Context: an optimization exercise on an open-source flow, tuned for small area. The choices shown serve that exercise and are no tape-out recipe. Function was checked by simulation only, so behaviour that the tests miss may differ from the original. Power is estimated from default activity; no workload was simulated.

Design irlink, start of the top module:
module irlink (
    input  wire       clk,
    input  wire       rst,
    input  wire       tx_start,
    input  wire       tx_proto,    
    input  wire [9:0] tx_len,
    input  wire [7:0] cfg_p,
    input  wire [7:0] cfg_h,
    input  wire [3:0] cfg_npre,
    input  wire       cfg_pre_aa,
    output wire [9:0] tx_addr,
    input  wire [7:0] tx_rdata,
    output wire       tx_busy,
    output wire       tx_line,
    output wire       tx_done,
    output reg  [1:0] tx_err,
    input  wire       rx_pin,
    input  wire       rx_rearm,
    input  wire       rx_clear,
    input  wire [3:0] rx_rd_idx,
    output wire [7:0] rx_rd_data,
    output wire [3:0] rx_len,
    output wire       rx_active,
    output wire       boot_jump,
    output wire       booted
);
export LEC_CHECK = 0
export CAP_MARGIN = 20
export CORE_MARGIN = 2
export CORE_UTILIZATION = 40
export SLEW_MARGIN = 20
export BUFFER_PORTS_ARGS = -buffer_cell sky130_fd_sc_hd__buf_1
export CTS_ARGS = -sink_clustering_enable -repair_clock_nets -dont_use_dummy_load -buf_list sky130_fd_sc_hd__clkbuf_16 -root_buf sky130_fd_sc_hd__clkbuf_16 -sink_clustering_levels 1 -sink_clustering_size 50 -sink_clustering_max_diameter 400
create_clock -name core_clock -period 10.0 [get_ports {clk}]
standard.sh (not shown) runs the stock make flow with config.mk's settings and CLKGATE_MAP_FILE= SYNTH_SCRIPT=/design/flow/synth_recipe.tcl, a recipe that flattens the netlist after the stock synthesis.
==> flow/flow/run.sh <==
#!/bin/bash
# Own layout flow: the standard flow (standard.sh: ORFS synthesis,
# floorplan, power grid, placement, clock tree, routing) with these changes:
#  - synthesis is synth_recipe.tcl unchanged, except that the gate mapping
#    (Yosys's abc call) runs the area-oriented script flow/area.abc instead
#    of ORFS's delay-oriented one; registers are mapped before abc, exactly
#    as in the standard synthesis
#  - half/full-adder cells are added to the platform's DONT_USE_CELLS, so the
#    few counters are mapped from plain gates, which is smaller here
#  - port buffers are sky130_fd_sc_hd__buf_1 (buffer_ports -buffer_cell)
#  - clock tree synthesis uses clkbuf_8 buffers and no dummy loads
# The make run's output goes to standard.log; ORFS keeps each step's own log
# under orfs/logs/.
set -euo pipefail
WORK=$PWD
cat > "$WORK/area_synth.tcl" <<EOT
# synth_recipe.tcl with the abc call's -script replaced by flow/area.abc
proc abc {args} {
  set i [lsearch -exact \$args -script]
  if { \$i >= 0 } {
    set args [lreplace \$args [expr {\$i + 1}] [expr {\$i + 1}] {$WORK/flow/area.abc}]
  }
  yosys abc {*}\$args
}
source {$WORK/synth_recipe.tcl}
EOT
cat >> config.mk <<'EOT'
export DONT_USE_CELLS += sky130_fd_sc_hd__ha_1 sky130_fd_sc_hd__ha_2 sky130_fd_sc_hd__ha_4 sky130_fd_sc_hd__fa_1 sky130_fd_sc_hd__fa_2 sky130_fd_sc_hd__fa_4
export BUFFER_PORTS_ARGS = -buffer_cell sky130_fd_sc_hd__buf_1
export CTS_ARGS = -sink_clustering_enable -repair_clock_nets -dont_use_dummy_load -buf_list sky130_fd_sc_hd__clkbuf_16 -root_buf sky130_fd_sc_hd__clkbuf_16 -sink_clustering_levels 1 -sink_clustering_size 50 -sink_clustering_max_diameter 400
EOT
bash standard.sh "SYNTH_SCRIPT=$WORK/area_synth.tcl" finish > standard.log 2>&1
==> flow/flow/area.abc <==
strash
&get -n
&fraig -x
&st
&syn2
&synch2
&dch -f
&nf -R 1000 -F 8 -C 32
&st
&syn2
&synch2
&dch -f
&nf -R 1000 -F 8 -C 32
&put
topo
The baseline ran to the end with no violations.
==> next run, changes <==
--- a/flow/flow/run.sh
+++ b/flow/flow/run.sh
@@ -28,5 +28,5 @@
 export DONT_USE_CELLS += sky130_fd_sc_hd__ha_1 sky130_fd_sc_hd__ha_2 sky130_fd_sc_hd__ha_4 sky130_fd_sc_hd__fa_1 sky130_fd_sc_hd__fa_2 sky130_fd_sc_hd__fa_4
 export BUFFER_PORTS_ARGS = -buffer_cell sky130_fd_sc_hd__buf_1
-export CTS_ARGS = -sink_clustering_enable -repair_clock_nets -dont_use_dummy_load -buf_list sky130_fd_sc_hd__clkbuf_16 -root_buf sky130_fd_sc_hd__clkbuf_16 -sink_clustering_levels 1 -sink_clustering_size 50 -sink_clustering_max_diameter 400
+export CTS_ARGS = -sink_clustering_enable -repair_clock_nets -dont_use_dummy_load -buf_list sky130_fd_sc_hd__clkbuf_8
 EOT
 bash standard.sh "SYNTH_SCRIPT=$WORK/area_synth.tcl" finish > standard.log 2>&1
==> flow/config.mk (replaced) <==
export PLATFORM = sky130hd
export DESIGN_NAME = irlink
export DESIGN_NICKNAME = irlink
export VERILOG_FILES = /design/flow/design.v
export SDC_FILE = /design/flow/constraint.sdc
export NUM_CORES = 4
export LEC_CHECK = 0
export CAP_MARGIN = 20
export CORE_MARGIN = 2
export CORE_UTILIZATION = 55
export SLEW_MARGIN = 20
export DONT_USE_CELLS += sky130_fd_sc_hd__ha_1 sky130_fd_sc_hd__ha_2 sky130_fd_sc_hd__ha_4 sky130_fd_sc_hd__fa_1 sky130_fd_sc_hd__fa_2 sky130_fd_sc_hd__fa_4
export BUFFER_PORTS_ARGS = -buffer_cell sky130_fd_sc_hd__buf_1
export CTS_ARGS = -sink_clustering_enable -repair_clock_nets -dont_use_dummy_load -buf_list sky130_fd_sc_hd__clkbuf_8
What happened: The new run finished with timing, DRC and antenna clean. Global-route usage went up by 5.7 points. Fmax went down by 0.54%. Power went down by about 12%. Utilization went up by 15 points. Sequential share of layout area went up by 1.6 points. Routed wire length went up by 1.5%. Setup slack got worse by 0.034 ns. Synthesized area is unchanged. Cell area went down by 3.1%. Critical path depth is unchanged.
==> next run, changes <==
--- a/flow/flow/run.sh
+++ b/flow/flow/run.sh
@@ -28,5 +28,5 @@
 export DONT_USE_CELLS += sky130_fd_sc_hd__ha_1 sky130_fd_sc_hd__ha_2 sky130_fd_sc_hd__ha_4 sky130_fd_sc_hd__fa_1 sky130_fd_sc_hd__fa_2 sky130_fd_sc_hd__fa_4
 export BUFFER_PORTS_ARGS = -buffer_cell sky130_fd_sc_hd__buf_1
-export CTS_ARGS = -sink_clustering_enable -repair_clock_nets -dont_use_dummy_load -buf_list sky130_fd_sc_hd__clkbuf_8
+export CTS_ARGS = -sink_clustering_enable -repair_clock_nets -dont_use_dummy_load -buf_list sky130_fd_sc_hd__clkbuf_4 -root_buf sky130_fd_sc_hd__clkbuf_8
 EOT
 bash standard.sh "SYNTH_SCRIPT=$WORK/area_synth.tcl" finish > standard.log 2>&1
--- a/flow/config.mk
+++ b/flow/config.mk
@@ -8,7 +8,8 @@
 export CAP_MARGIN = 20
 export CORE_MARGIN = 2
-export CORE_UTILIZATION = 55
+export CORE_UTILIZATION = 70
+export PLACE_DENSITY = 0.85
 export SLEW_MARGIN = 20
 export DONT_USE_CELLS += sky130_fd_sc_hd__ha_1 sky130_fd_sc_hd__ha_2 sky130_fd_sc_hd__ha_4 sky130_fd_sc_hd__fa_1 sky130_fd_sc_hd__fa_2 sky130_fd_sc_hd__fa_4
 export BUFFER_PORTS_ARGS = -buffer_cell sky130_fd_sc_hd__buf_1
-export CTS_ARGS = -sink_clustering_enable -repair_clock_nets -dont_use_dummy_load -buf_list sky130_fd_sc_hd__clkbuf_8
+export CTS_ARGS = -sink_clustering_enable -repair_clock_nets -dont_use_dummy_load -buf_list sky130_fd_sc_hd__clkbuf_4 -root_buf sky130_fd_sc_hd__clkbuf_8
Result: The new run produced a clean layout. Routed wire length came out lower slightly. Power came out lower by a few percent. Utilization came out higher by 16 points. Worst hold slack gets better by 0.0077 ns. Via count came out higher slightly. Final area came out lower by a few percent. Setup slack gets worse by 0.055 ns.
==> next run, changes <==
--- a/flow/flow/run.sh
+++ b/flow/flow/run.sh
@@ -28,5 +28,5 @@
 export DONT_USE_CELLS += sky130_fd_sc_hd__ha_1 sky130_fd_sc_hd__ha_2 sky130_fd_sc_hd__ha_4 sky130_fd_sc_hd__fa_1 sky130_fd_sc_hd__fa_2 sky130_fd_sc_hd__fa_4
 export BUFFER_PORTS_ARGS = -buffer_cell sky130_fd_sc_hd__buf_1
-export CTS_ARGS = -sink_clustering_enable -repair_clock_nets -dont_use_dummy_load -buf_list sky130_fd_sc_hd__clkbuf_4 -root_buf sky130_fd_sc_hd__clkbuf_8
+export CTS_ARGS = -sink_clustering_enable -repair_clock_nets -dont_use_dummy_load -buf_list sky130_fd_sc_hd__clkbuf_8 -sink_clustering_buffer sky130_fd_sc_hd__clkbuf_4
 EOT
 bash standard.sh "SYNTH_SCRIPT=$WORK/area_synth.tcl" finish > standard.log 2>&1
==> flow/config.mk (replaced) <==
export PLATFORM = sky130hd
export DESIGN_NAME = irlink
export DESIGN_NICKNAME = irlink
export VERILOG_FILES = /design/flow/design.v
export SDC_FILE = /design/flow/constraint.sdc
export NUM_CORES = 4
export LEC_CHECK = 0
export CAP_MARGIN = 20
export CORE_MARGIN = 2
export CORE_UTILIZATION = 40
export SLEW_MARGIN = 20
export DONT_USE_CELLS += sky130_fd_sc_hd__ha_1 sky130_fd_sc_hd__ha_2 sky130_fd_sc_hd__ha_4 sky130_fd_sc_hd__fa_1 sky130_fd_sc_hd__fa_2 sky130_fd_sc_hd__fa_4
export BUFFER_PORTS_ARGS = -buffer_cell sky130_fd_sc_hd__buf_1
export CTS_ARGS = -sink_clustering_enable -repair_clock_nets -dont_use_dummy_load -buf_list sky130_fd_sc_hd__clkbuf_8 -sink_clustering_buffer sky130_fd_sc_hd__clkbuf_4
=> Die area came out higher by well over a third. Cell area came out higher by a few percent. Core utilization came out lower by 32 points. Setup slack gains 0.098 ns. Clock skew came out lower by 0.0044 ns. First-iteration DRC count came out lower by a quarter to a third. Hold slack loses 0.027 ns. Routed wire length stays flat.

== v51 ==
irlink again, from the RTL that the note above started with.
clock: 10.0 ns
lec_check: 0
cap_margin: 20
core_margin: 2
core_utilization: 40
slew_margin: 20
buffer_ports_args: -buffer_cell sky130_fd_sc_hd__buf_1
cts_args: -sink_clustering_enable -repair_clock_nets -dont_use_dummy_load -buf_list sky130_fd_sc_hd__clkbuf_8
==> flow/flow/run.sh <==
#!/bin/bash
# Own layout flow: the standard flow (standard.sh: ORFS synthesis,
# floorplan, power grid, placement, clock tree, routing) with these changes:
#  - synthesis is synth_recipe.tcl unchanged, except that the gate mapping
#    (Yosys's abc call) runs the area-oriented script flow/area.abc instead
#    of ORFS's delay-oriented one; registers are mapped before abc, exactly
#    as in the standard synthesis
#  - half/full-adder cells are added to the platform's DONT_USE_CELLS, so the
#    few counters are mapped from plain gates, which is smaller here
#  - port buffers are sky130_fd_sc_hd__buf_1 (buffer_ports -buffer_cell)
#  - clock tree synthesis uses clkbuf_8 buffers and no dummy loads
# The make run's output goes to standard.log; ORFS keeps each step's own log
# under orfs/logs/.
set -euo pipefail
WORK=$PWD
cat > "$WORK/area_synth.tcl" <<EOT
# synth_recipe.tcl with the abc call's -script replaced by flow/area.abc
proc abc {args} {
  set i [lsearch -exact \$args -script]
  if { \$i >= 0 } {
    set args [lreplace \$args [expr {\$i + 1}] [expr {\$i + 1}] {$WORK/flow/area.abc}]
  }
  yosys abc {*}\$args
}
source {$WORK/synth_recipe.tcl}
EOT
cat >> config.mk <<'EOT'
export DONT_USE_CELLS += sky130_fd_sc_hd__ha_1 sky130_fd_sc_hd__ha_2 sky130_fd_sc_hd__ha_4 sky130_fd_sc_hd__fa_1 sky130_fd_sc_hd__fa_2 sky130_fd_sc_hd__fa_4
export BUFFER_PORTS_ARGS = -buffer_cell sky130_fd_sc_hd__buf_1
export CTS_ARGS = -sink_clustering_enable -repair_clock_nets -dont_use_dummy_load -buf_list sky130_fd_sc_hd__clkbuf_8
EOT
bash standard.sh "SYNTH_SCRIPT=$WORK/area_synth.tcl" finish > standard.log 2>&1
==> flow/flow/area.abc <==
strash
&get -n
&fraig -x
&st
&syn2
&synch2
&dch -f
&nf -R 1000 -F 8 -C 32
&st
&syn2
&synch2
&dch -f
&nf -R 1000 -F 8 -C 32
&put
buffer -c
topo
stime -c
upsize -c
dnsize -c
v51: full flow OK, the timing, design-rule and antenna checks passed
Input-level comparison between v42 and v51:
-- flow/flow/area.abc --
<<< v51, line 14
&put
buffer -c
topo
stime -c
upsize -c
dnsize -c
>>> v42, line 14
&put
topo
-- flow/config.mk --
<<< v51, line 9
export CORE_MARGIN = 2
export CORE_UTILIZATION = 40
export SLEW_MARGIN = 20
>>> v42, line 9
export CORE_MARGIN = 2
export CORE_UTILIZATION = 70
export PLACE_DENSITY = 0.85
export SLEW_MARGIN = 20
--- outcome ---
v42 finished all stages; the layout is clean. Delta (v42 minus v51): minimum period implied by the final worst setup slack rose 130 ps, number of vias per cell rose 0.97, register-to-register slack fell 600 ps. v42 against v51; final design instance area without fill is down by a few percent. Between v42 and v51, the xor/xnor share of the synthesized area does not differ in any meaningful way. Total power per unit cell area ended up 1.8% higher on v42 than on v51. Setup slack: v42 < v51. Looking at number of placed cells counting well taps, v42 sits 125 lower than v51 does. Against v51, v42 reports a cell leakage power that is lower. Compared to v51, v42 has total power 0.69% lower. v42 vs. v51: initial standard-cell utilization of the core went up by 31 points.
#### Input delta (v27 over v42)
==> flow/flow/area.abc <==
strash
&get -n
&fraig -x
&deepsyn -J 500
&st
&dch -f
&nf -R 1000 -F 8 -C 32
&put
topo
-- flow/config.mk --
<<< v42, line 9
export CORE_MARGIN = 2
export CORE_UTILIZATION = 70
export PLACE_DENSITY = 0.85
export SLEW_MARGIN = 20
>>> v27, line 9
export CORE_MARGIN = 2
export CORE_UTILIZATION = 40
export SLEW_MARGIN = 20
## What came out
- The final layout from v27, which completed every stage, passed the timing, design-rule and antenna checks at the end of the flow.
- v42: flow completed, timing, DRC and antenna clean
- Re growth of design area from synthesis to finish: v27 is 1.4 points up on v42.
- v42 → v27: core utilization fell 33 points, die span in x picked up an extra 28%.
- Looking only at internal power consumption, and setting everything else aside, the lower value of v27 and v42 goes to v27.
- v42 → v27: number of placement rows climbed 29%, synthesized cell count dropped 13.
- v27 vs v42: fraction of synthesized cell area in xor and xnor cells down in v27
- Against v42, v27 comes in 1.0 points lower on proportion of power drawn by combinational gates.
- In v27 relative to v42, violation count after the first detailed-route iteration had gone up by a little under 10%.
Edits applied to the flow inputs when going from v27 to v32:
-- flow/flow/area.abc --
<<< v27, line 3
&fraig -x
&deepsyn -J 500
&st
>>> v32, line 3
&fraig -x
&deepsyn -J 100
&st
Findings:
Between v27 and v32, the difference in sequential power is negligible. Total stage count of the critical path sits higher in v32 than in v27. v32 vs. v27: core utilization went up by 0.21 points. ~same sequential share of power in v27 and v32. v32 reports its capturing element of the worst setup path as rx_rd_data[4] while v27 reports rx_rd_data[3]. Against v27, die span in y in v32 rose slightly. Against v27, v32 reports a fraction of area in registers that is lower.

==> re-timing with driven ports <==
How much do the figures lean on ideal ports? The routed layouts below were timed once more, with nothing changed but the port constraints. Step 1, drivers: a clkbuf_16 drives clk and a buf_2 each remaining input, both assumed. Step 2 also shifts input and output timing later by t, the mid clock arrival at the registers, as if the neighbouring blocks saw the same clock. Slacks: ideal ports / drivers / drivers and shift; pairs: ideal ports / drivers.
run	shift t [ns]	slack for setup (ns)	hold WS [ns]	worst setup path after step 2
the first run of note 1	0.447	3.742 / 3.716 / 3.716	0.434 / 0.434 / 0.434	input to output
the second run of note 1	0.480	3.708 / 3.687 / 3.687	0.449 / 0.449 / 0.449	input to output
the third run of note 1	0.460	3.653 / 3.631 / 3.631	0.457 / 0.457 / 0.457	input to output
the fourth run of note 1	0.478	3.750 / 3.724 / 3.724	0.430 / 0.430 / 0.430	input to output
v51	0.469	3.788 / 3.767 / 3.767	0.443 / 0.443 / 0.443	input to output
v42	0.472	3.657 / 3.636 / 3.636	0.450 / 0.450 / 0.450	input to output
v27	0.478	3.563 / 3.537 / 3.537	0.434 / 0.434 / 0.434	input to output
v32	0.472	3.192 / 3.167 / 3.167	0.449 / 0.449 / 0.449	input to output
After both steps setup and hold are still met in every run listed.
